Context: an optimization exercise on an open-source flow, tuned for a short achievable clock period and few clock cycles. The choices shown serve that exercise and are no tape-out recipe.
In this exercise RTL edits were held to simulation tests only and were not proved equivalent to the original.
Power figures rest on the tool's default switching activity, not on a simulated workload.

===== design/flow/config.mk =====
export PLATFORM = sky130hd
export DESIGN_NAME = wbt_lz_decoder
export DESIGN_NICKNAME = wbt_lz_decoder
export VERILOG_FILES = /design/flow/design.v
export SDC_FILE = /design/flow/constraint.sdc
export NUM_CORES = 4
export LEC_CHECK = 0
export ABC_CLOCK_PERIOD_IN_PS = 2200
export CAP_MARGIN = 20
export CORE_MARGIN = 2
export CORE_UTILIZATION = 55
export SETUP_SLACK_MARGIN = 3.5
export SLEW_MARGIN = 20
export TNS_END_PERCENT = 100

===== design/flow/constraint.sdc =====
create_clock -name core_clock -period 6.0 [get_ports {clk}]
set_input_delay 1.2000 -clock core_clock [delete_from_list [all_inputs] [get_ports {clk}]]
set_output_delay 1.2000 -clock core_clock [all_outputs]
set_load 0.01 [all_outputs]

===== design/flow/design.v =====
module wbt_lz_decoder (
    input  wire        clk,
    input  wire        rst,
    input  wire        start,
    input  wire        clear,
    /*verilator lint_off UNUSEDSIGNAL*/
    input  wire [3:0]  cfg_format,    
    /*verilator lint_on UNUSEDSIGNAL*/
    input  wire        cfg_image,
    input  wire [15:0] cfg_base_len,
    input  wire [15:0] cfg_stride,
    input  wire [15:0] cfg_in_len,
    input  wire [15:0] cfg_out_len,
    output reg         in_rd_en,
    output reg  [15:0] in_addr,
    input  wire [7:0]  in_rdata,
    output reg         out_we,
    output reg  [15:0] out_waddr,
    output reg  [7:0]  out_wdata,
    output reg         out_rd_en,
    output reg  [15:0] out_raddr,
    input  wire [7:0]  out_rdata,
    output wire [1:0]  state,
    output wire [1:0]  err_kind,
    output wire [3:0]  err_cause,
    output wire [16:0] in_pos,
    output wire [15:0] out_pos,
    output wire [7:0]  bit_buf,
    output wire [3:0]  bit_cnt
);
    localparam [1:0] ST_IDLE = 2'd0, ST_BUSY = 2'd1, ST_DONE = 2'd2, ST_ERROR = 2'd3;
    localparam [1:0] K_TRUNC = 2'd1, K_CORRUPT = 2'd2;
    localparam [3:0] C_PREFIX      = 4'd1,
                     C_REFILL      = 4'd4,
                     C_RAW         = 4'd5,
                     C_BAD_PARAM   = 4'd8,
                     C_OFF_ZERO    = 4'd10,
                     C_OFF_BEFORE  = 4'd11,
                     C_LEN_OVERRUN = 4'd12,
                     C_GAMMA_OVF   = 4'd13;
    localparam I_INIT = 0, I_PRE = 1, I_TOK = 2, I_K = 3, I_SEL = 4, I_F = 5,
               I_HI = 6, I_E = 7, I_GZ = 8, I_GV = 9, I_CHK = 10, I_END = 11;
    localparam NPS = 12;
    reg [1:0]  st;
    reg [1:0]  ekind;
    reg [3:0]  ecause;
    reg [16:0] ip;
    reg [15:0] pcur;
    reg [7:0]  bbuf;
    reg [3:0]  bcnt;
    assign state     = st;
    assign err_kind  = ekind;
    assign err_cause = ecause;
    assign in_pos    = ip;
    assign out_pos   = pcur;
    assign bit_buf   = bbuf;
    assign bit_cnt   = bcnt;
    wire busy = (st == ST_BUSY);
    reg        one_byte;
    reg        use_ctx;
    reg [15:0] blen;
    reg [15:0] stride;
    reg [15:0] ulen;
    reg [15:0] in_len;
    reg [1:0]  ctx_base;        
    reg [16:0] plen;            
    reg [16:0] alignp;          
    wire [18:0] b19 = {3'b0, blen};
    wire [18:0] s19 = {3'b0, stride};
    reg  [18:0] b3_r, b5_r, b7_r, smb_r, spb_r, sp2b_r;
    reg         wide;       
    reg  [10:0] lo3, lo5, lo7, lomb, lopb, lop2b;
    reg  [8:0]  xh3, yh3, xh5, yh5, xh7, yh7, xhmb, yhmb, xhpb, yhpb, xhp2b, yhp2b;
    wire [18:0] b2 = b19 << 1, b4 = b19 << 2, b8 = b19 << 3, nb = ~b19;
    always @(posedge clk) begin
        lo3   <= {1'b0, b19[9:0]} + {1'b0, b2[9:0]};
        lo5   <= {1'b0, b19[9:0]} + {1'b0, b4[9:0]};
        lo7   <= {1'b0, b8[9:0]}  + {1'b0, nb[9:0]} + 11'd1;
        lomb  <= {1'b0, s19[9:0]} + {1'b0, nb[9:0]} + 11'd1;
        lopb  <= {1'b0, s19[9:0]} + {1'b0, b19[9:0]};
        lop2b <= {1'b0, s19[9:0]} + {1'b0, b2[9:0]};
        xh3  <= b19[18:10]; yh3  <= b2[18:10];
        xh5  <= b19[18:10]; yh5  <= b4[18:10];
        xh7  <= b8[18:10];  yh7  <= nb[18:10];
        xhmb <= s19[18:10]; yhmb <= nb[18:10];
        xhpb <= s19[18:10]; yhpb <= b19[18:10];
        xhp2b <= s19[18:10]; yhp2b <= b2[18:10];
    end
    reg  [18:0] oct0, oct1, oct2, oct3, oct4, oct5, oct6, oct7;
    always @(posedge clk) begin
        b3_r   <= {xh3 + yh3 + {8'd0, lo3[10]}, lo3[9:0]};
        b5_r   <= {xh5 + yh5 + {8'd0, lo5[10]}, lo5[9:0]};
        b7_r   <= {xh7 + yh7 + {8'd0, lo7[10]}, lo7[9:0]};
        smb_r  <= {xhmb + yhmb + {8'd0, lomb[10]}, lomb[9:0]};
        spb_r  <= {xhpb + yhpb + {8'd0, lopb[10]}, lopb[9:0]};
        sp2b_r <= {xhp2b + yhp2b + {8'd0, lop2b[10]}, lop2b[9:0]};
        oct0 <= b19;
        oct1 <= b19 << 1;
        oct2 <= b3_r;
        wide <= (b5_r < s19);
        if (wide) begin
            oct3 <= smb_r;
            oct4 <= s19;
            oct5 <= spb_r;
            oct6 <= sp2b_r;
            oct7 <= s19 << 1;
        end else begin
            oct3 <= b19 << 2;
            oct4 <= b5_r;
            oct5 <= b3_r << 1;
            oct6 <= b7_r;
            oct7 <= b19 << 3;
        end
    end
    reg [7:0]  fm0, fm1, fm2, fm3;
    reg [3:0]  ftg;             
    reg [1:0]  wp;
    reg [3:0]  rp;
    reg [3:0]  fv;              
    wire [3:0] rp1 = {rp[2:0], rp[3]};
    wire [3:0] rp2 = {rp[1:0], rp[3:2]};
    wire [3:0] rp3 = {rp[0], rp[3:1]};
    function [7:0] fsel(input [3:0] oh, input [7:0] a, input [7:0] b,
                        input [7:0] c, input [7:0] d);
        fsel = ({8{oh[0]}} & a) | ({8{oh[1]}} & b) | ({8{oh[2]}} & c) | ({8{oh[3]}} & d);
    endfunction
    wire [7:0] f0 = fsel(rp,  fm0, fm1, fm2, fm3);
    wire [7:0] f1 = fsel(rp1, fm0, fm1, fm2, fm3);
    wire [7:0] f2 = fsel(rp2, fm0, fm1, fm2, fm3);
    wire [7:0] f3 = fsel(rp3, fm0, fm1, fm2, fm3);
    wire [3:0] ft = {|(rp3 & ftg), |(rp2 & ftg), |(rp1 & ftg), |(rp & ftg)};
    wire [7:0] e0 = fv[0] ? f0 : in_rdata;
    wire [7:0] e1 = fv[1] ? f1 : in_rdata;
    wire [7:0] e2 = fv[2] ? f2 : in_rdata;
    wire [7:0] e3 = fv[3] ? f3 : in_rdata;
    wire [3:0] eav = fv | (rd_pend ? {fv[2:0], 1'b1} : 4'd0);
    wire [3:0] etg = (fv & ft) | (~fv & {4{rd_tag}});
    reg        rd_pend;         
    reg        rd_tag;
    reg [1:0]  pop_r;           
    reg        align_r;
    reg [16:0] fptr;
    reg [16:0] in_addr17;
    reg [NPS-1:0] ps;
    reg        bz;              
    reg        bc1;             
    reg [15:0] pre_rem;
    reg        pz;              
    reg        p1;              
    reg [15:0] rem;             
    reg        rz;              
    reg        r1;              
    reg [1:0]  sel;
    reg [1:0]  sel_n;
    reg [18:0] offset;
    reg [1:0]  base;
    reg [7:0]  lo;
    reg [4:0]  gz;
    reg        gbig;
    reg [4:0]  gi;
    reg        gz31, gi1;       
    reg [15:0] gval;
    reg [15:0] gp1;             
    reg [16:0] len;
    reg        pdone;
    reg        err_pend;
    reg [1:0]  ek_r;
    reg [3:0]  ec_r;
    reg        bitv, bit_avail, bit_bad;
    reg [7:0]  rb;
    reg        rb_avail, rb_bad;
    reg [7:0]  hb;
    reg        hb_avail, hb_bad;
    wire [7:0] nbuf      = bz ? {f0[6:0], 1'b0} : {bbuf[6:0], 1'b0};
    wire [3:0] ncnt      = bz ? 4'd7 : (bcnt - 4'd1);
    localparam VW = 23;
    function [VW-1:0] view(input [1:0] hd, input z, input [7:0] bb,
                           input [7:0] x0, input [7:0] x1, input [7:0] x2, input [7:0] x3,
                           input [3:0] av, input [3:0] tg);
        reg [7:0] h, n;
        reg       hav, htg, nav, ntg;
        begin
            case (hd)
                2'd0: begin h = x0; hav = av[0]; htg = tg[0]; n = x1; nav = av[1]; ntg = tg[1]; end
                2'd1: begin h = x1; hav = av[1]; htg = tg[1]; n = x2; nav = av[2]; ntg = tg[2]; end
                default: begin h = x2; hav = av[2]; htg = tg[2]; n = x3; nav = av[3]; ntg = tg[3]; end
            endcase
            view = {z ? h[7] : bb[7],
                    !z || hav,
                    z && hav && !htg,
                    z ? n : h,
                    z ? nav : hav,
                    z ? (nav && !ntg) : (hav && !htg),
                    h, hav, hav && !htg};
        end
    endfunction
    wire [7:0] bb_sh = {bbuf[6:0], 1'b0};
    wire [7:0] f0_sh = {f0[6:0], 1'b0};
    wire [VW-1:0] v_n = view(2'd0, bz, bbuf, e0, e1, e2, e3, eav, etg);
    wire [VW-1:0] v_b = bz ? view(2'd1, 1'b0, f0_sh, e0, e1, e2, e3, eav, etg)
                           : view(2'd0, bc1, bb_sh, e0, e1, e2, e3, eav, etg);
    wire [VW-1:0] v_r = bz ? view(2'd2, 1'b0, f0_sh, e0, e1, e2, e3, eav, etg)
                           : view(2'd1, bc1, bb_sh, e0, e1, e2, e3, eav, etg);
    wire [VW-1:0] v_h = view(2'd1, bz, bbuf, e0, e1, e2, e3, eav, etg);
    localparam QW = 44;         
    reg          sg_valid;
    reg [QW-1:0] sg;
    reg [QW-1:0] qm [0:15];
    reg [3:0]    qwp, qrp;
    reg [4:0]    qcnt;
    wire         q_empty = (qcnt == 5'd0);
    wire         q_full  = qcnt[4];
    reg        e_valid, e_lit, e_fwd1, e_fwd2, e_last;
    reg [7:0]  e_byte;
    reg [15:0] e_src, e_len, e_dst;
    reg        s1_valid, s1_lit, s1_fwd1, s1_fwd2;
    reg [7:0]  s1_byte;
    reg [15:0] s1_dst;
    reg        s2_valid, s2_lit, s2_fwd1, s2_fwd2;
    reg [7:0]  s2_byte;
    reg [15:0] s2_dst;
    reg [7:0]  hist2;
    wire e_load   = !e_valid || e_last;
    wire q_pop    = e_load && !q_empty;
    wire sg_to_e  = e_load && q_empty && sg_valid;
    wire sg_to_q  = sg_valid && !sg_to_e && !q_full;
    reg  sg_free_r;
    wire sg_free  = sg_free_r;
    wire [QW-1:0] q_head = qm[qrp];
    wire          e_byp  = e_load && q_empty && !sg_valid;
    wire [QW-1:0] cand;
    wire [QW-1:0] e_in   = !q_empty ? q_head : sg_valid ? sg : cand;
    always @(posedge clk) begin
        if (!q_full) qm[qwp] <= sg;
        s2_lit    <= s1_lit;
        s2_byte   <= s1_byte;
        s2_fwd1   <= s1_fwd1;
        s2_fwd2   <= s1_fwd2;
        s2_dst    <= s1_dst;
        s1_lit    <= e_lit;
        s1_byte   <= e_byte;
        s1_fwd1   <= e_fwd1;
        s1_fwd2   <= e_fwd2;
        s1_dst    <= e_dst;
        out_raddr <= e_src;
        if (e_load) begin
            {e_last, e_lit, e_byte, e_src, e_len, e_fwd1, e_fwd2} <= e_in;
        end else begin
            e_last <= (e_len == 16'd2);
            e_len  <= e_len - 16'd1;
            e_src  <= e_src + 16'd1;
        end
    end
    wire pipe_empty = !sg_valid && q_empty && !e_valid && !s1_valid && !s2_valid;
    reg        take_bit;        
    reg        take_raw;        
    reg        take_hi;         
    reg        err;
    reg [1:0]  ek;
    reg [3:0]  ec;
    reg        push;
    reg        push_lit;
    reg [NPS-1:0] ps_n;
    reg        do_align;
    reg        fin;
    reg  off_zero, off_before, fwd1_r, fwd2_r;
    reg  [15:0] src_r;
    always @(posedge clk) begin
        off_zero   <= (offset == 19'd0);
        off_before <= (offset > {3'd0, pcur});
        src_r      <= pcur - offset[15:0];
        fwd1_r     <= (offset == 19'd1);
        fwd2_r     <= (offset == 19'd2);
    end
    reg  len_over;
    wire base_over = (rem[15:2] == 14'd0) && (rem[1:0] < base);
    reg  gt_v, eq_v, gt_p, eq_p;
    wire bprev = gval[0];       
    function ovf(input gt, input eq, input [1:0] y, input [1:0] r);
        ovf = gt || (eq && (y > r));
    endfunction
    reg  ov_g;
    always @(*) begin
        case (base)
            2'd1:     
                ov_g = ovf(gt_v, eq_v, {bprev, bitv}, rem[1:0]);
            2'd2:     
                ov_g = bitv ? (bprev ? ovf(gt_p, eq_p, 2'b00, rem[1:0])
                                     : ovf(gt_v, eq_v, 2'b10, rem[1:0]))
                            : ovf(gt_v, eq_v, {bprev, 1'b1}, rem[1:0]);
            default:  
                ov_g = bprev ? ovf(gt_p, eq_p, {1'b0, bitv}, rem[1:0])
                             : ovf(gt_v, eq_v, {1'b1, bitv}, rem[1:0]);
        endcase
    end
    task automatic bit_step(input want_raw, input [NPS-1:0] nxt);
        begin
            if (bit_avail) begin
                if (bit_bad) begin
                    err = 1'b1; ek = K_TRUNC; ec = C_REFILL;
                end else if (!want_raw) begin
                    take_bit = 1'b1;
                    ps_n = nxt;
                end else if (rb_avail) begin
                    take_bit = 1'b1;
                    if (rb_bad) begin
                        err = 1'b1; ek = K_TRUNC; ec = C_RAW;
                    end else begin
                        take_raw = 1'b1;
                        ps_n = nxt;
                    end
                end
            end
        end
    endtask
    always @(*) begin
        take_bit = 1'b0;
        take_raw = 1'b0;
        take_hi  = 1'b0;
        err      = 1'b0;
        ek       = K_TRUNC;
        ec       = C_REFILL;
        push     = 1'b0;
        push_lit = 1'b0;
        ps_n     = ps;
        do_align = 1'b0;
        fin      = 1'b0;
        if (ps[I_PRE]) begin
            if (!pz) begin
                if (hb_avail) begin
                    if (hb_bad) begin
                        err = 1'b1; ek = K_TRUNC; ec = C_PREFIX;
                    end else if (sg_free) begin
                        take_hi  = 1'b1;
                        push     = 1'b1;
                        push_lit = 1'b1;
                        if (p1) begin
                            if (r1) begin
                                fin = 1'b1;
                            end else begin
                                do_align = 1'b1;
                                ps_n = (1 << I_TOK);
                            end
                        end
                    end
                end
            end else if (rz) begin
                fin = 1'b1;
            end else begin
                do_align = 1'b1;
                ps_n = (1 << I_TOK);
            end
        end
        if (ps[I_TOK]) begin
            if (rz) begin
                fin = 1'b1;
            end else if (bit_avail && !bit_bad && bitv) begin
                if (rb_avail) begin
                    if (rb_bad) begin
                        take_bit = 1'b1;
                        err = 1'b1; ek = K_TRUNC; ec = C_RAW;
                    end else if (sg_free) begin
                        take_bit = 1'b1;
                        take_raw = 1'b1;
                        push     = 1'b1;
                        push_lit = 1'b1;
                    end
                end
            end else if (use_ctx) begin
                bit_step(1'b0, (1 << I_K));
            end else if (one_byte) begin
                bit_step(1'b1, (1 << I_E));
            end else begin
                bit_step(1'b0, (1 << I_F));
            end
        end
        if (ps[I_K]) begin
            if (bitv)          bit_step(1'b0, (1 << I_SEL));
            else if (one_byte) bit_step(1'b1, (1 << I_E));
            else               bit_step(1'b0, (1 << I_F));
        end
        if (ps[I_SEL]) begin
            bit_step(1'b0, (sel_n == 2'd2) ? (1 << I_E) : (1 << I_SEL));
        end
        if (ps[I_F]) begin
            bit_step(1'b1, bitv ? (1 << I_E) : (1 << I_HI));
        end
        if (ps[I_HI]) begin
            if (hb_avail) begin
                if (hb_bad) begin
                    err = 1'b1; ek = K_TRUNC; ec = C_RAW;
                end else begin
                    take_hi = 1'b1;
                    ps_n = (1 << I_E);
                end
            end
        end
        if (ps[I_E]) begin
            bit_step(1'b0, bitv ? (1 << I_CHK) : (1 << I_GZ));
        end
        if (ps[I_GZ]) begin
            if (!bitv && gz31) begin
                if (bit_avail) begin
                    if (bit_bad) begin
                        err = 1'b1; ek = K_TRUNC; ec = C_REFILL;
                    end else begin
                        take_bit = 1'b1;
                        err = 1'b1; ek = K_CORRUPT; ec = C_GAMMA_OVF;
                    end
                end
            end else begin
                bit_step(1'b0, !bitv ? (1 << I_GZ) : (gz == 5'd0) ? (1 << I_CHK) : (1 << I_GV));
            end
        end
        if (ps[I_GV]) begin
            bit_step(1'b0, gi1 ? (1 << I_CHK) : (1 << I_GV));
        end
        if (ps[I_CHK]) begin
            if (off_zero) begin
                err = 1'b1; ek = K_CORRUPT; ec = C_OFF_ZERO;
            end else if (off_before) begin
                err = 1'b1; ek = K_CORRUPT; ec = C_OFF_BEFORE;
            end else if (len_over) begin
                err = 1'b1; ek = K_CORRUPT; ec = C_LEN_OVERRUN;
            end else if (sg_free) begin
                push = 1'b1;
                ps_n = (1 << I_TOK);
            end
        end
        if (err || fin) ps_n = (1 << I_END);
    end
    wire pop1 = (take_bit && bz) ^ (take_raw | take_hi);
    wire pop2 = take_bit && bz && take_raw;
    wire [15:0]   src_c = pcur - offset[15:0];
    wire [QW-1:0] cmd_lit = {1'b1, 1'b1, ps[I_PRE] ? hb : rb, 16'd0, 16'd1, 2'b00};
    assign cand = ps[I_CHK] ? cmd_cpy : cmd_lit;
    wire       sg_valid_n = sg_free ? (push && !e_byp) : 1'b1;
    wire [4:0] qcnt_n     = qcnt + {4'd0, sg_to_q} - {4'd0, q_pop};
    wire [QW-1:0] cmd_cpy = {len == 17'd1, 1'b0, 8'd0, src_r, len[15:0],
                             fwd1_r, fwd2_r};
    reg  [15:0]   padd_r;
    wire          r1_lit   = (rem == padd_r + 16'd2);
    reg [16:0] len_g;
    always @(*) begin
        case (base)
            2'd1:    len_g = {gval, bitv};
            2'd2:    len_g = bitv ? {gp1, 1'b0} : {gval, 1'b1};
            default: len_g = {gp1, bitv};
        endcase
    end
    wire [3:0] fv_pop = pop2 ? {2'b00, fv[3:2]} : pop1 ? {1'b0, fv[3:1]} : fv;
    wire [3:0] fv_n   = rd_pend ? {fv_pop[2:0], 1'b1} : fv_pop;
    wire [3:0] rp_n   = pop2 ? {rp[1:0], rp[3:2]} : pop1 ? rp1 : rp;
    wire pf_room = !fv[3] && !(fv[2] && (rd_pend || in_rd_en)) &&
                   !(fv[1] && rd_pend && in_rd_en);
    wire pf_issue = busy && !ps[I_INIT] && !ps[I_END] && pf_room;
    wire        pf_eq   = (fptr == plen);
    wire [16:0] pf_addr = pf_eq ? alignp : fptr;
    wire [16:0] fptr_p1 = fptr + 17'd1;
    wire bad_param = (cfg_image && cfg_base_len == 16'd0) || cfg_format[1];
    wire pgt1 = (blen[15:1] != 15'd0) && (ulen[15:1] != 15'd0);
    wire b_lt_u = (blen < ulen);
    wire [16:0] ip_p1 = ip + 17'd1;
    wire [16:0] ip_p2 = ip + 17'd2;
    always @(posedge clk) begin
        in_rd_en  <= 1'b0;
        out_rd_en <= 1'b0;
        rd_pend   <= in_rd_en;
        rd_tag    <= (in_addr17 < {1'b0, in_len});
        out_we <= s2_valid && busy && !err_pend && !rst;
        if (s2_valid) begin
            out_waddr <= s2_dst;
            out_wdata <= s2_lit  ? s2_byte :
                         s2_fwd1 ? out_wdata :
                         s2_fwd2 ? hist2 : out_rdata;
            hist2     <= out_wdata;
        end
        if (!busy) begin
            one_byte  <= cfg_format[3];
            use_ctx   <= cfg_format[0] & cfg_image;
            blen      <= cfg_image ? cfg_base_len : 16'd1;
            ctx_base  <= (cfg_base_len != 16'd1) ? 2'd1 : 2'd2;
            stride    <= cfg_stride;
            ulen      <= cfg_out_len;
            in_len    <= cfg_in_len;
            rem       <= cfg_out_len;
            rz        <= (cfg_out_len == 16'd0);
            r1        <= (cfg_out_len == 16'd1);
            bz        <= 1'b1;
            bc1       <= 1'b0;
            bit_avail <= 1'b0;
            rb_avail  <= 1'b0;
            hb_avail  <= 1'b0;
            fv        <= 4'd0;
            rp        <= 4'b0001;
            wp        <= 2'd0;
            pop_r     <= 2'd0;
            padd_r    <= 16'd0;
            align_r   <= 1'b0;
            rd_pend   <= 1'b0;
            sg_valid  <= 1'b0;
            sg_free_r <= 1'b1;
            qcnt      <= 5'd0;
            qwp       <= 4'd0;
            qrp       <= 4'd0;
            e_valid   <= 1'b0;
            s1_valid  <= 1'b0;
            s2_valid  <= 1'b0;
            e_dst     <= 16'd0;
            pdone     <= 1'b0;
            err_pend  <= 1'b0;
            ps        <= (1 << I_INIT);
            in_addr   <= 16'd0;
            in_addr17 <= 17'd0;
        end
        if (busy) begin
            if (ps[I_INIT]) begin
                plen     <= b_lt_u ? {1'b0, blen} : {1'b0, ulen};
                pre_rem  <= b_lt_u ? blen : ulen;
                pz       <= (blen == 16'd0) || (ulen == 16'd0);
                p1       <= ((blen == 16'd1) && (ulen != 16'd0)) ||
                            ((ulen == 16'd1) && (blen != 16'd0));
                alignp   <= 17'd4;
                in_rd_en  <= 1'b1;
                in_addr   <= pgt1 ? 16'd1 : 16'd4;
                in_addr17 <= pgt1 ? 17'd1 : 17'd4;
                fptr      <= pgt1 ? 17'd2 : 17'd5;
                ps        <= (1 << I_PRE);
            end else begin
                alignp <= {plen[16:2] + {14'd0, |plen[1:0]}, 2'b00};
            end
            if (!ps[I_INIT] && pf_issue) begin
                in_rd_en  <= 1'b1;
                in_addr   <= pf_addr[15:0];
                in_addr17 <= pf_addr;
                fptr      <= pf_eq ? {alignp[16:1], 1'b1} : fptr_p1;
            end
            if (rd_pend) begin
                case (wp)
                    2'd0: fm0 <= in_rdata;
                    2'd1: fm1 <= in_rdata;
                    2'd2: fm2 <= in_rdata;
                    default: fm3 <= in_rdata;
                endcase
                ftg[wp] <= rd_tag;
                wp <= wp + 2'd1;
            end
            rp <= rp_n;
            fv <= fv_n;
            {bitv, bit_avail, bit_bad, rb, rb_avail, rb_bad, hb, hb_avail, hb_bad} <=
                (take_bit && take_raw) ? v_r :
                take_bit               ? v_b :
                take_hi                ? v_h : v_n;
            if (!ps[I_INIT]) ps <= ps_n;
            if (take_bit) begin
                bbuf <= nbuf;
                bcnt <= ncnt;
                bz   <= !bz && bc1;
                bc1  <= bz ? 1'b0 : (bcnt == 4'd2);
            end
            pop_r   <= {pop2, pop1};
            align_r <= do_align;
            if (align_r)       ip <= alignp;
            else if (pop_r[1]) ip <= ip_p2;
            else if (pop_r[0]) ip <= ip_p1;
            padd_r <= !push ? 16'd0 : ps[I_CHK] ? len[15:0] : 16'd1;
            pcur   <= pcur + padd_r;
            rem    <= rem - padd_r;
            if (push) begin
                rz   <= ps[I_CHK] ? (len[15:0] == rem) : r1;
                r1   <= ps[I_CHK] ? (len[15:0] + 16'd1 == rem) : r1_lit;
            end
            if (ps[I_PRE] && take_hi) begin
                pre_rem <= pre_rem - 16'd1;
                pz      <= p1;
                p1      <= (pre_rem == 16'd2);
            end
            if (fin) pdone <= 1'b1;
            if (err) begin
                err_pend <= 1'b1;
                ek_r     <= ek;
                ec_r     <= ec;
            end
            if (take_bit) begin
                if (ps[I_K]) sel_n <= 2'd0;
                if (ps[I_SEL]) begin
                    sel   <= {sel[0], bitv};
                    sel_n <= sel_n + 2'd1;
                    base  <= ctx_base;
                    case ({sel, bitv})
                        3'd0: offset <= oct0;
                        3'd1: offset <= oct1;
                        3'd2: offset <= oct2;
                        3'd3: offset <= oct3;
                        3'd4: offset <= oct4;
                        3'd5: offset <= oct5;
                        3'd6: offset <= oct6;
                        default: offset <= oct7;
                    endcase
                end
                if (ps[I_E]) begin
                    gz       <= 5'd0;
                    gz31     <= 1'b0;
                    gbig     <= 1'b0;
                    len      <= {15'd0, base};
                    len_over <= base_over;
                end
                if (ps[I_GZ]) begin
                    gt_v <= 1'b0;
                    eq_v <= (rem[15:2] == 14'd0);
                    gt_p <= (rem[15:2] == 14'd0);
                    eq_p <= (rem[15:2] == 14'd1);
                    if (bitv) begin
                        gi   <= gz;
                        gi1  <= (gz == 5'd1);
                        gval <= 16'd1;
                        gp1  <= 16'd2;
                        gbig <= gz[4];
                    end else begin
                        gz   <= gz + 5'd1;
                        gz31 <= (gz == 5'd30);
                    end
                end
                if (ps[I_GV]) begin
                    gt_v <= (gval > {2'b00, rem[15:2]});
                    eq_v <= (gval == {2'b00, rem[15:2]});
                    gt_p <= (gp1 > {2'b00, rem[15:2]});
                    eq_p <= (gp1 == {2'b00, rem[15:2]});
                    gval <= {gval[14:0], bitv};
                    gp1  <= bitv ? {gp1[14:0], 1'b0} : {gval[14:0], 1'b1};
                    gi   <= gi - 5'd1;
                    gi1  <= (gi == 5'd2);
                    len  <= len_g;
                    len_over <= gbig || ov_g;
                end
            end
            if (ps[I_TOK] || ps[I_K] || ps[I_F]) begin
                offset <= {11'd0, rb};
                lo     <= rb;
                base   <= (ps[I_F] && !bitv) ? 2'd3 : 2'd2;
            end
            if (ps[I_HI]) offset <= {3'd0, hb, lo};
            sg_valid  <= sg_valid_n;
            sg_free_r <= !(sg_valid_n && qcnt_n[4]);
            if (sg_free) begin
                sg       <= cand;
            end
            if (sg_to_q) qwp <= qwp + 4'd1;
            if (q_pop) qrp <= qrp + 4'd1;
            qcnt <= qcnt_n;
            s2_valid  <= s1_valid;
            s1_valid  <= e_valid;
            out_rd_en <= e_valid && !e_lit;
            if (e_valid) e_dst <= e_dst + 16'd1;
            if (e_load) e_valid <= !q_empty || sg_valid || push;
            if (err_pend) begin
                st     <= ST_ERROR;
                ekind  <= ek_r;
                ecause <= ec_r;
            end else if (pdone && pipe_empty) begin
                st <= ST_DONE;
            end
        end else if (start) begin
            ip       <= 17'd0;
            pcur     <= 16'd0;
            bbuf     <= 8'd0;
            bcnt     <= 4'd0;
            in_rd_en <= 1'b1;
            st       <= bad_param ? ST_ERROR : ST_BUSY;
            ekind    <= bad_param ? K_CORRUPT : 2'd0;
            ecause   <= bad_param ? C_BAD_PARAM : 4'd0;
        end else if (clear) begin
            if (st == ST_DONE || st == ST_ERROR) begin
                st     <= ST_IDLE;
                ekind  <= 2'd0;
                ecause <= 4'd0;
            end
        end
        if (rst) begin
            st       <= ST_IDLE;
            ekind    <= 2'd0;
            ecause   <= 4'd0;
            ip       <= 17'd0;
            pcur     <= 16'd0;
            bbuf     <= 8'd0;
            bcnt     <= 4'd0;
            in_rd_en <= 1'b0;
        end
    end
endmodule

===== design/flow/flow/run.sh =====
#!/bin/bash
# The standard layout (standard.sh, unchanged synthesis), with two
# settings changed: port buffers are buf_4 cells instead of the smallest
# buffer, and timing repair may resize cells to any footprint.
export BUFFER_PORTS_ARGS="-buffer_cell sky130_fd_sc_hd__buf_4"
bash standard.sh MATCH_CELL_FOOTPRINT=0 finish > standard_run.log 2>&1

===== design/flow/standard.sh =====
#!/bin/bash
# synth_recipe.tcl (not shown) runs the flow's synth.tcl, then flattens the netlist and writes it again
# the make line also repeats each setting of config.mk as NAME=value (left out here)
make -C /OpenROAD-flow-scripts/flow DESIGN_CONFIG=/design/flow/config.mk WORK_HOME=/design/flow/orfs CLKGATE_MAP_FILE= SYNTH_SCRIPT=/design/flow/synth_recipe.tcl "${@:-finish}"

==> results of run 1 <==
==> power by group through the flow <==
stage          Clock (mW)  Sequential (mW)  Combinational (mW)
2_1_floorplan           0             14.5                3.79
3_3_place_gp            0             14.9                5.03
3_5_place_dp            0             14.9                5.07
4_1_cts              11.5             14.6                5.59
5_1_grt              11.9             14.7                6.45
6_report             11.3             14.6                5.90
==> final timing paths <==
path / from / to / slack [ns]
setup / recovery: qcnt[3]$_SDFF_PN0_ / sg_free_r$_SDFF_PN1_ / 3.37
hold / removal: s1_dst[2]$_DFF_P_ / s2_dst[2]$_DFF_P_ / 0.32
setup reg to reg: qcnt[3]$_SDFF_PN0_ / sg_free_r$_SDFF_PN1_ / 3.37
hold reg to reg: s1_dst[2]$_DFF_P_ / s2_dst[2]$_DFF_P_ / 0.32
==> cells by family (layout without fill, tap and decap cells) <==
kind of cell,count (synthesis),in the layout,synth area share (%)
AOI/OAI and AO/OA,1111,1112,9.68
xor gates and xnor gates,265,265,3.17
adders and majority gates,294,294,5.22
buffers and inverters,584,1170,3.03
DFF,1704,1704,61.2
muxes,374,374,8.93
other,1,2,0.00510
and+or+nand+nor,1378,1381,8.78
==> per-stage QoR <==
step / total power, mW / setup WS, ns / hold WS, ns
global placement: 19.9 / 2.10 / 0.310
global route: 33.1 / 3.28 / 0.327
finish: 31.8 / 3.37 / 0.319
floorplan: 18.3 / 3.28 / 0.310
CTS: 31.6 / 3.33 / 0.318
detailed placement: 20.0 / 2.13 / 0.312
==> cell usage after synthesis (37+ instances only) <==
cell type,instances,share of area [%]
nor3_1,82,0.56
ha_1,273,4.6
nand4_1,46,0.39
buf_1,51,0.26
mux4_2,221,6.8
xnor2_1,148,1.8
o211ai_1,81,0.83
dfxtp_1,618,17
or3_1,38,0.32
and2_1,65,0.55
mux2i_1,108,1.5
a21oi_1,255,1.7
nand2b_1,64,0.54
a31oi_1,65,0.55
nand2_1,464,2.4
nand3_1,84,0.57
inv_1,311,1.6
nor4_1,44,0.37
a21o_1,97,0.99
clkbuf_1,208,1.1
edfxtp_1,1086,44
nor2b_1,44,0.37
o21ai_0,280,1.9
a22oi_1,70,0.71
xor2_1,116,1.4
a221oi_1,37,0.44
mux2_2,45,0.69
nor2_1,363,1.9
==> worst reg2reg max path: stages, from the launching register on <==
cell and delay, ns:
dfxtp_2 0.33, inv_2 0.05, ha_4 0.15, and3_4 0.20, a21oi_4 0.16, inv_2 0.06, ha_4 0.26, inv_2 0.04
ha_4 0.15, inv_2 0.05, fa_2 0.21, inv_2 0.04, a21oi_2 0.14, nor2_2 0.06, or3_4 0.37, a21oi_4 0.18
nand2_1 0.08
==> metal layers <==
metal	wire, um	GRT usage, %	up-vias
met5	34	0	-
met4	7300	10.1	4
met2	98000	47.6	1587
li1	-	-	22100
met3	14100	6.24	358
met1	83900	38.8	23900
==> layout make-up <==
cell class,instances,area share (%)
multi-input cells,3427,31.7
diodes,1,0.00286
well taps,1768,2.53
clock buffers,255,5.99
flip-flops and latches,1704,51.7
clock inverters,71,0.956
repair buffers,532,5.78
inverters,312,1.39
==> sequential cells by signal, summed over array words and instances (netlist names), 17 cells and up <==
register	cells
oct5	18
sp2b_r	18
sg	44
smb_r	19
qm	704
oct7	18
b5_r	18
oct4	19
oct2	18
b7_r	19
oct3	19
offset	19
oct6	19
in_addr17	17
ip	17
len	17
fptr	17
==> what timing repair did <==
| action | 4_1_cts | 5_1_grt |
|---|---|---|
| endpoints found under the hold margin | 0 | 0 |
| pin swaps | 37 | 74 |
| endpoints found under the setup margin | 668 | 331 |
| resized for setup | 428 | 256 |
| setup buffers | 151 | 104 |
| gates cloned | 5 | 12 |
==> impl_metrics.env, run 1 <==
export IMPL_status="complete, no violations"
export IMPL_post_dp_cell_area_sq_um=76800
export IMPL_setup_worst_path_end_class="flop"
export IMPL_synth_seq_cells=1704
export IMPL_synth_edff_count=1086
export IMPL_seqPwrFrac_pct=45.9
export IMPL_final_common_cell="edfxtp_1"
export IMPL_max_freq_mhz=381
export IMPL_place_inst=7471
export IMPL_cp_buffers_inverters=5
export IMPL_slowest_stage="or3_4"
export IMPL_portBuffers=198
export IMPL_hold_depth=0
export IMPL_htreeDepth=4
export IMPL_rsz0062_at_grt="true"
export IMPL_worstPathRequired_ns=6.69
export IMPL_max_slew_margin_pct=29.2
export IMPL_layout_min_cycle_time_ns=2.63
export IMPL_clock_sinks=1704
export IMPL_fin_cells=8070
export IMPL_p_clk_share_pct=35.5
export IMPL_arrival_ns=3.32
export IMPL_path_class="reg2reg"
export IMPL_irDropWorstVdd_uv=288
export IMPL_cts_tree="done"
export IMPL_hpwlAfterDp_mm=128
export IMPL_final_area_sq_um=87600
export IMPL_tns_ns=0
export IMPL_finalCritPeriodShare_pct=43.8
export IMPL_synthArstFlopShare_pct=0
export IMPL_grt_pass1_vias=46500
export IMPL_overflow=0
export IMPL_fp_row_count=134
export IMPL_synth_warnings=1
export IMPL_postRouteAntennaNets=0
export IMPL_routed_via_count=47900
export IMPL_setup_viol=0
export IMPL_slowest_delay_ns=0.37
export IMPL_rr_worst_depth=16
export IMPL_floorplan_die_area_sq_um=137000
export IMPL_startpoint_type="flop"
export IMPL_synth_nets=6094
export IMPL_cts_buffer_depth=3
export IMPL_avgSynthCellArea_sq_um=12.9
export IMPL_hold_viol_final=0
export IMPL_drive_gt1_share_pct=23.6
export IMPL_cts_inserted_buffers=174
export IMPL_cp_top_family="adder cells"
export IMPL_cpMostUsedCell="inv_2"
export IMPL_fin_nets=6534
export IMPL_p_int_mw=23.3
export IMPL_vias_per_cell=5.94
export IMPL_postLayoutCoreUtil_pct=65.8
export IMPL_drtPass1Iterations=6
export IMPL_clk_insertion_delay_late_ns=0.82
export IMPL_grt_start_max_net_pins=73
export IMPL_drc=0
export IMPL_clk_pin_slew_ns=0.06
export IMPL_start_util_pct=55.2
export IMPL_ctsRootBufferMaster="clkbuf_16"
export IMPL_grt_pass1_wl_mm=296
export IMPL_critical_path_cell_count=16
export IMPL_tightest_slew_ns=1.03
export IMPL_powerDensity_nw_per_um2=363
export IMPL_min_path_type="reg2reg"
export IMPL_syn_inst=5711
export IMPL_skew_ns=0.0257
export IMPL_die_width_um=370
export IMPL_cp_cell_sequence="inv_2 -> ha_4 -> and3_4 -> a21oi_4 -> inv_2 -> ha_4 -> inv_2 -> ha_4 -> inv_2 -> fa_2 -> inv_2 -> a21oi_2 -> nor2_2 -> or3_4 -> a21oi_4 -> nand2_1"
export IMPL_fill_cells=10000
export IMPL_seq_area_sq_um=45300
export IMPL_core_sq_um=133000
export IMPL_path_max_fanout=3
export IMPL_ys_seq_area_share_pct=61.2
export IMPL_netlist_area_sq_um=73500
export IMPL_ios=201
export IMPL_switchingPower_mw=8.47
export IMPL_multi_input_area_sq_um=27700
export IMPL_synth_flop_cell="edfxtp_1"
export IMPL_postCtsHoldBufs=0
export IMPL_final_cell_mix="edfxtp_1, dfxtp_1, nand2_1, buf_4, nor2_1"
export IMPL_routed_wirelength_mm=203
export IMPL_die_h_um=370
export IMPL_post_drt_wl_per_cell_um=25.2
export IMPL_leakage_nw=32.9
export IMPL_grtUsageTotal_pct=29.2
export IMPL_detail_route_iter0_violations=4180
export IMPL_syn_to_final_growth_pct=19.2
export IMPL_maxCapViolations=0
export IMPL_p_comb_share_pct=18.5
export IMPL_antenna_found_initial=4
export IMPL_synth_cell_types=91
export IMPL_maxSlewViolCount=0
export IMPL_globalplace_congestion=0.916
export IMPL_swShare_pct=26.6
Testbench counts, summed over its fixed seeds: cycles 116,596.
==> run 2, diff against run 1 <==
--- a/design/flow/config.mk
+++ b/design/flow/config.mk
@@ -6,9 +6,9 @@
 export NUM_CORES = 4
 export LEC_CHECK = 0
-export ABC_CLOCK_PERIOD_IN_PS = 2200
+export ABC_CLOCK_PERIOD_IN_PS = 2000
 export CAP_MARGIN = 20
 export CORE_MARGIN = 2
 export CORE_UTILIZATION = 55
-export SETUP_SLACK_MARGIN = 3.5
+export SETUP_SLACK_MARGIN = 4.0
 export SLEW_MARGIN = 20
 export TNS_END_PERCENT = 100
==> impl_metrics.env, run 2 <==
export IMPL_clock_sinks=1704
export IMPL_finalPower_mw=32.8
export IMPL_syn_to_final_growth_pct=30.2
export IMPL_synth_warnings=1
export IMPL_overflow=0
export IMPL_wl_met3_mm=16.7
export IMPL_core_sq_um=133000
export IMPL_final_cell_mix="edfxtp_1, dfxtp_1, buf_4, nand2_1, nor2_1"
export IMPL_wl_met1_mm=92.5
export IMPL_slowest_delay_ns=0.50
export IMPL_cp_cell_sequence="inv_2 -> ha_4 -> a21o_1 -> a21oi_2 -> nor3b_4 -> o211ai_1 -> a31oi_4 -> buf_6 -> o21bai_2 -> o22ai_1 -> a31oi_1"
export IMPL_final_common_cell="edfxtp_1"
export IMPL_globalplace_congestion=0.897
export IMPL_arrival_ns=3.33
export IMPL_portBuffers=198
export IMPL_detail_route_iter0_violations=5205
export IMPL_synth_seq_cells=1704
export IMPL_synth_flop_cell="edfxtp_1"
export IMPL_synth_cell_types=91
export IMPL_postCtsHoldBufs=0
export IMPL_yosysMostFrequentCell="edfxtp_1"
export IMPL_synth_edff_count=1086
export IMPL_ios=201
export IMPL_netlist_area_sq_um=73500
export IMPL_die_h_um=370
export IMPL_layout_setup_ws_ns=3.22
export IMPL_tns_ns=0
export IMPL_place_ws_ns=2.38
export IMPL_synth_top_area_share_pct=44.4
export IMPL_postRouteAntennaNets=0
export IMPL_skew_ns=0.0481
export IMPL_leakage_nw=35.9
export IMPL_path_max_fanout=8
export IMPL_routed_wirelength_mm=227
export IMPL_grt_start_max_net_pins=88
export IMPL_htreeDepth=4
export IMPL_hpwlAfterDp_mm=130
export IMPL_setup_viol=0
export IMPL_fin_cells=8457
export IMPL_post_drt_wl_per_cell_um=26.8
export IMPL_min_path_type="reg2reg"
export IMPL_highest_layer="met5"
export IMPL_place_inst=7475
export IMPL_startpoint_type="flop"
export IMPL_syn_inst=5711
export IMPL_max_slew_margin_pct=21.0
export IMPL_layout_min_cycle_time_ns=2.78
export IMPL_irDropWorstVdd_uv=288
export IMPL_yosys_top_cells_count="edfxtp_1, dfxtp_1, nand2_1"
export IMPL_fin_nets=6923
export IMPL_drtPass1Iterations=5
export IMPL_synthTopCellsByArea="edfxtp_1, dfxtp_1, mux4_2"
export IMPL_synth_nets=6094
export IMPL_slowest_stage="edfxtp_1"
export IMPL_fp_row_count=134
export IMPL_max_freq_mhz=360
export IMPL_multi_input_area_sq_um=31300
export IMPL_top_regs="qm x704, sg x44"
export IMPL_cts_inserted_buffers=174
export IMPL_maxSlewViolCount=0
export IMPL_avgSynthCellArea_sq_um=12.9
export IMPL_ctsRootBufferMaster="clkbuf_16"
export IMPL_clk_pin_slew_ns=0.06
export IMPL_cts_buffer_depth=3
export IMPL_maxCapViolations=0
export IMPL_setup_worst_path_end_class="flop"
export IMPL_grtUsageTotal_pct=32.4
export IMPL_cts_tree="done"
export IMPL_diodes=0
export IMPL_drive_gt1_share_pct=35.2
export IMPL_status="complete, no violations"
export IMPL_antenna_found_initial=3
export IMPL_seq_area_sq_um=45300
export IMPL_finalCritPeriodShare_pct=46.3
export IMPL_tightest_slew_ns=1.15
export IMPL_clk_insertion_delay_late_ns=0.83
export IMPL_powerDensity_nw_per_um2=343
export IMPL_largest_register_ffs=704
export IMPL_synth_area_leader_cell="edfxtp_1"
export IMPL_hold_viol_final=0
export IMPL_vias_per_cell=6.07
export IMPL_fill_cells=9022
export IMPL_grt_pass1_vias=49900
export IMPL_start_util_pct=55.2
export IMPL_worstPathRequired_ns=6.55
export IMPL_path_class="reg2reg"
export IMPL_drc=0
export IMPL_wl_met2_mm=105
export IMPL_grt_pass1_wl_mm=326
export IMPL_rsz0062_at_grt="true"
export IMPL_routed_via_count=51300
export IMPL_die_width_um=370
export IMPL_regMostFlops="qm"
export IMPL_synthArstFlopShare_pct=0
export IMPL_floorplan_die_area_sq_um=137000
export IMPL_ys_seq_area_share_pct=61.2
export IMPL_holdWs_ns=0.321
run 2: cell counts after synthesis:
Identical to the previous run, type by type.
run 2: cells by family (layout without fill, tap and decap cells):
logic type      count (synthesis)  count (layout)  share of synthesized area, %
compound gates               1111            1115                          9.68
xor+xnor                      265             265                          3.17
fa+ha+maj                     294             294                          5.22
buf+inv                       584            1536                          3.03
flops                        1704            1704                          61.2
mux                           374             374                          8.93
other cells                     1               1                       0.00510
simple gates                 1378            1400                          8.78
run 2: timing repair:
item	4_1_cts	5_1_grt
resized for setup	1190	446
gates cloned	61	8
pin swaps	311	265
setup buffers	441	147
endpoints found under the setup margin	1290	1014
run 2: area by class of cell:
class | instances | area share, %
sequential | 1704 | 47.4
multi-input combinational | 3449 | 32.7
timing repair buffer | 897 | 10.2
clock buffer | 255 | 5.26
tap | 1768 | 2.31
inverter | 312 | 1.40
clock inverter | 70 | 0.703
timing repair inverter | 2 | 0.0209
run 2: path summary, 6_finish.rpt:
check / slack [ns] / endpoint / depth (start not counted) / startpoint
setup / recovery: 3.22 / pre_rem[5]$_DFFE_PP_ / 11 / ulen[9]$_DFFE_PN_
hold / removal: 0.32 / b5_r[5]$_DFF_P_ / 0 / lo5[5]$_DFF_P_
setup reg to reg: 3.22 / pre_rem[5]$_DFFE_PP_ / 11 / ulen[9]$_DFFE_PN_
hold reg to reg: 0.32 / b5_r[5]$_DFF_P_ / 0 / lo5[5]$_DFF_P_
run 2: worst max-delay path, delay by kind of cell, from the launching register on:
family / cells / cell delay (ns)
buffers and inverters: 2 / 0.27
flip-flops: 1 / 0.50
adder cells (fa/ha/maj): 1 / 0.20
AND/OR/NAND/NOR: 1 / 0.20
AO/OA/AOI/OAI: 7 / 1.33
run 2: metal layers:
metal,GRT usage [%],vias to the layer above
met3,6.01,586
met5,0,-
met2,50.6,2175
li1,-,22900
met4,16.5,2
met1,43.6,25600
run 2: power by group:
group          leakage [nW]  internal, mW  switching [mW]
Combinational          17.8          3.69            3.83
Sequential             15.3          13.8           0.788
Clock                  2.81          6.08            4.65
run 2: per-stage QoR:
step	utilization [%]	area (sq um)
after floorplan	-	74900
after global placement	58.3	77600
after detailed placement	58.3	77700
after CTS	69.4	92400
after global routing	71.9	95700
final	71.9	95700
==> run 3, diff against run 2 <==
--- a/design/flow/design.v
+++ b/design/flow/design.v
@@ -206,9 +206,9 @@
     reg          sg_valid;
     reg [QW-1:0] sg;
-    reg [QW-1:0] qm [0:15];
-    reg [3:0]    qwp, qrp;
-    reg [4:0]    qcnt;
-    wire         q_empty = (qcnt == 5'd0);
-    wire         q_full  = qcnt[4];
+    reg [QW-1:0] qm [0:7];
+    reg [2:0]    qwp, qrp;
+    reg [3:0]    qcnt;
+    wire         q_empty = (qcnt == 4'd0);
+    wire         q_full  = qcnt[3];
     reg        e_valid, e_lit, e_fwd1, e_fwd2, e_last;
     reg [7:0]  e_byte;
@@ -436,5 +436,5 @@
     assign cand = ps[I_CHK] ? cmd_cpy : cmd_lit;
     wire       sg_valid_n = sg_free ? (push && !e_byp) : 1'b1;
-    wire [4:0] qcnt_n     = qcnt + {4'd0, sg_to_q} - {4'd0, q_pop};
+    wire [3:0] qcnt_n     = qcnt + {3'd0, sg_to_q} - {3'd0, q_pop};
     wire [QW-1:0] cmd_cpy = {len == 17'd1, 1'b0, 8'd0, src_r, len[15:0],
                              fwd1_r, fwd2_r};
@@ -501,7 +501,7 @@
             sg_valid  <= 1'b0;
             sg_free_r <= 1'b1;
-            qcnt      <= 5'd0;
-            qwp       <= 4'd0;
-            qrp       <= 4'd0;
+            qcnt      <= 4'd0;
+            qwp       <= 3'd0;
+            qrp       <= 3'd0;
             e_valid   <= 1'b0;
             s1_valid  <= 1'b0;
@@ -642,10 +642,10 @@
             if (ps[I_HI]) offset <= {3'd0, hb, lo};
             sg_valid  <= sg_valid_n;
-            sg_free_r <= !(sg_valid_n && qcnt_n[4]);
+            sg_free_r <= !(sg_valid_n && qcnt_n[3]);
             if (sg_free) begin
                 sg       <= cand;
             end
-            if (sg_to_q) qwp <= qwp + 4'd1;
-            if (q_pop) qrp <= qrp + 4'd1;
+            if (sg_to_q) qwp <= qwp + 3'd1;
+            if (q_pop) qrp <= qrp + 3'd1;
             qcnt <= qcnt_n;
             s2_valid  <= s1_valid;
--- a/design/flow/config.mk
+++ b/design/flow/config.mk
@@ -6,9 +6,9 @@
 export NUM_CORES = 4
 export LEC_CHECK = 0
-export ABC_CLOCK_PERIOD_IN_PS = 2000
+export ABC_CLOCK_PERIOD_IN_PS = 2200
 export CAP_MARGIN = 20
 export CORE_MARGIN = 2
 export CORE_UTILIZATION = 55
-export SETUP_SLACK_MARGIN = 4.0
+export SETUP_SLACK_MARGIN = 3.5
 export SLEW_MARGIN = 20
 export TNS_END_PERCENT = 100
==> impl_metrics.env, run 3 <==
export IMPL_status="complete, no violations"
export IMPL_start_util_pct=55.4
export IMPL_largest_register_ffs=352
export IMPL_floorplan_die_area_sq_um=112000
export IMPL_synth_top_area_share_pct=36.6
export IMPL_place_inst=6620
export IMPL_slowest_delay_ns=0.41
export IMPL_synthTopCellsByArea="edfxtp_1, dfxtp_1, ha_1"
export IMPL_synth_adder_area_share_pct=6.27
export IMPL_max_slew_margin_pct=31.5
export IMPL_worstPathRequired_ns=6.48
export IMPL_leakage_nw=27.5
export IMPL_grt_start_max_net_pins=109
export IMPL_fill_cells=8541
export IMPL_htreeDepth=4
export IMPL_grtUsageTotal_pct=28.3
export IMPL_irDropWorstVdd_uv=312
export IMPL_hold_viol_final=0
export IMPL_synth_cell_types=91
export IMPL_synth_flop_cell="edfxtp_1"
export IMPL_cp_top_family="compound AO/OA/AOI/OAI gates"
export IMPL_cpMostUsedCell="mux2_4"
export IMPL_place_ws_ns=2.28
export IMPL_grt_pass1_vias=39500
export IMPL_synthMuxAreaShare_pct=7.33
export IMPL_clk_pin_slew_ns=0.06
export IMPL_arrival_ns=3.17
export IMPL_netlist_area_sq_um=60200
export IMPL_die_width_um=335
export IMPL_routed_via_count=41100
export IMPL_ys_seq_area_share_pct=57.1
export IMPL_fin_cells=7045
export IMPL_path_max_fanout=3
export IMPL_setup_worst_path_end_class="flop"
export IMPL_drc=0
export IMPL_die_h_um=335
export IMPL_cts_inserted_buffers=143
export IMPL_yosysMostFrequentCell="edfxtp_1"
export IMPL_top_regs="qm x352, sg x44"
export IMPL_tightest_slew_ns=0.999
export IMPL_drtPass1Iterations=7
export IMPL_regMostFlops="qm"
export IMPL_min_path_type="reg2reg"
export IMPL_final_area_sq_um=70700
export IMPL_globalplace_congestion=0.924
export IMPL_maxSlewViolCount=0
export IMPL_post_dp_cell_area_sq_um=63000
export IMPL_final_common_cell="edfxtp_1"
export IMPL_synth_seq_cells=1349
export IMPL_postRouteAntennaNets=0
export IMPL_finalPower_mw=24.8
export IMPL_routed_wirelength_mm=162
export IMPL_fin_nets=5893
export IMPL_synth_xor_area_share_pct=3.78
export IMPL_portBuffers=198
export IMPL_avgSynthCellArea_sq_um=11.6
export IMPL_synth_edff_count=734
export IMPL_cts_buffer_depth=3
export IMPL_synth_nets=5582
export IMPL_yosys_top_cells_count="edfxtp_1, dfxtp_1, nand2_1"
export IMPL_layout_setup_ws_ns=3.32
export IMPL_syn_inst=5204
export IMPL_slowest_stage="edfxtp_1"
export IMPL_cp_cell_sequence="inv_2 -> ha_1 -> a21o_1 -> a21oi_2 -> o21ai_1 -> o41a_1 -> o22ai_4 -> buf_12 -> mux2_4 -> mux2_4"
export IMPL_powerDensity_nw_per_um2=350
export IMPL_skew_ns=0.0247
export IMPL_hpwlAfterDp_mm=109
export IMPL_syn_to_final_growth_pct=17.5
export IMPL_startpoint_type="flop"
export IMPL_postLayoutCoreUtil_pct=65.1
export IMPL_overflow=0
export IMPL_final_cell_mix="edfxtp_1, dfxtp_1, nand2_1, nor2_1, buf_4"
export IMPL_synth_compound_area_share_pct=11.1
export IMPL_finalCritPeriodShare_pct=44.7
export IMPL_vias_per_cell=5.84
export IMPL_detail_route_iter0_violations=3377
export IMPL_yosys_area_share_simple_pct=10.9
export IMPL_cp_buffers_inverters=2
export IMPL_grt_pass1_wl_mm=241
export IMPL_clk_insertion_delay_late_ns=0.74
export IMPL_rsz0062_at_grt="true"
export IMPL_clock_sinks=1349
export IMPL_holdWs_ns=0.324
export IMPL_tns_ns=0
export IMPL_post_drt_wl_per_cell_um=23.0
export IMPL_cts_tree="done"
export IMPL_core_sq_um=109000
export IMPL_layout_min_cycle_time_ns=2.68
export IMPL_multi_input_area_sq_um=25000
export IMPL_seq_area_sq_um=34600
export IMPL_ios=201
export IMPL_max_freq_mhz=372
export IMPL_synth_top_family_by_area="compound AO/OA/AOI/OAI gates"
export IMPL_path_class="reg2reg"
export IMPL_synthArstFlopShare_pct=0
export IMPL_fp_row_count=121
export IMPL_synth_warnings=1
export IMPL_ctsRootBufferMaster="clkbuf_16"
export IMPL_antenna_found_initial=3
export IMPL_drive_gt1_share_pct=19.6
export IMPL_maxCapViolations=0
export IMPL_setup_viol=0
export IMPL_synth_area_leader_cell="edfxtp_1"
## run 3: changes by cell type after synthesis, moves of 22 or more
cell      change
nor2_1       +22
mux2_2       +27
o211ai_1     -32
buf_1        -31
mux4_2      -125
mux2i_1      +36
a211oi_1     +22
a221oi_1     -23
o21ai_0      -30
edfxtp_1    -352
## run 3: final timing paths
kind / from / to / slack, ns / cells past startpoint
max: ulen[1]$_DFFE_PN_ / pre_rem[0]$_DFFE_PP_ / 3.32 / 10
min: s1_dst[9]$_DFF_P_ / s2_dst[9]$_DFF_P_ / 0.32 / 0
max reg2reg: ulen[1]$_DFFE_PN_ / pre_rem[0]$_DFFE_PP_ / 3.32 / 10
min reg2reg: s1_dst[9]$_DFF_P_ / s2_dst[9]$_DFF_P_ / 0.32 / 0
## run 3: metal layers
layer	share of wire [%]	global-route usage, %	up-vias	wire (um)
met1	45	40.2	20100	72300
met4	2.9	8.21	2	4770
met5	0.011	0	-	18
li1	-	-	19500	-
met2	46	45.3	1287	75200
met3	6.2	4.01	262	10100
## run 3: area by class of cell
| type | instances | share of cell area (%) |
|---|---|---|
| Antenna cell | 1 | 0.00354 |
| Tap cell | 1414 | 2.50 |
| Clock inverter | 60 | 0.817 |
| Sequential cell | 1349 | 48.9 |
| Multi-Input combinational cell | 3317 | 35.3 |
| Clock buffer | 200 | 5.68 |
| Timing Repair Buffer | 404 | 5.14 |
| Inverter | 299 | 1.66 |
| Timing Repair inverter | 1 | 0.0124 |
## run 3: cells by family after synthesis
logic type,count (synthesis)
flops,1349
mux,312
compound gates,1052
other cells,1
fa+ha+maj,289
buf+inv,542
xor+xnor,260
simple gates,1399
## run 3: repair_timing
action	4_1_cts	5_1_grt
setup buffers	94	61
gates resized for setup	323	190
cloned	6	3
hold buffers	0	0
setup endpoints to repair	527	225
pin swaps	36	61
endpoints found under the hold margin	0	0
## run 3: power by group
group	switching (mW)	internal, mW
clock network	3.60	5.07
registers	0.693	11.0
logic	2.30	2.06
total	6.60	18.2
Testbench counts of run 3, summed over its fixed seeds: cycles 117,520.

separate check: timing with driven ports:
The results above use ideal ports. As a check the final layouts listed here were re-extracted and re-timed, cells and wires unchanged. Step 1, drivers: a clkbuf_16 drives clk and a buf_2 each remaining input, both assumed. Step 2 times the ports against the registers' clock, not the clock port: input delays grow and output delays shrink by t, the midpoint of the rising clock arrivals with the driver on. Three values: ideal, step 1, step 2; two values: the first two.
run | shift t [ns] | slack for setup (ns) | slew at the worst register clock pin (ns) | pins driven straight from the clock port
run 1 | 0.889 | 3.372 / 3.356 / 2.747 | 0.06 / 0.06 | 1
run 2 | 0.891 | 3.219 / 3.219 / 3.173 | 0.07 / 0.07 | 1
run 3 | 0.810 | 3.315 / 3.315 / 2.788 | 0.07 / 0.07 | 1
After both steps every run listed still meets setup and hold. For run 1, which loses most, drivers alone change the setup slack by -0.016 ns; drivers and shift together by -0.625 ns.
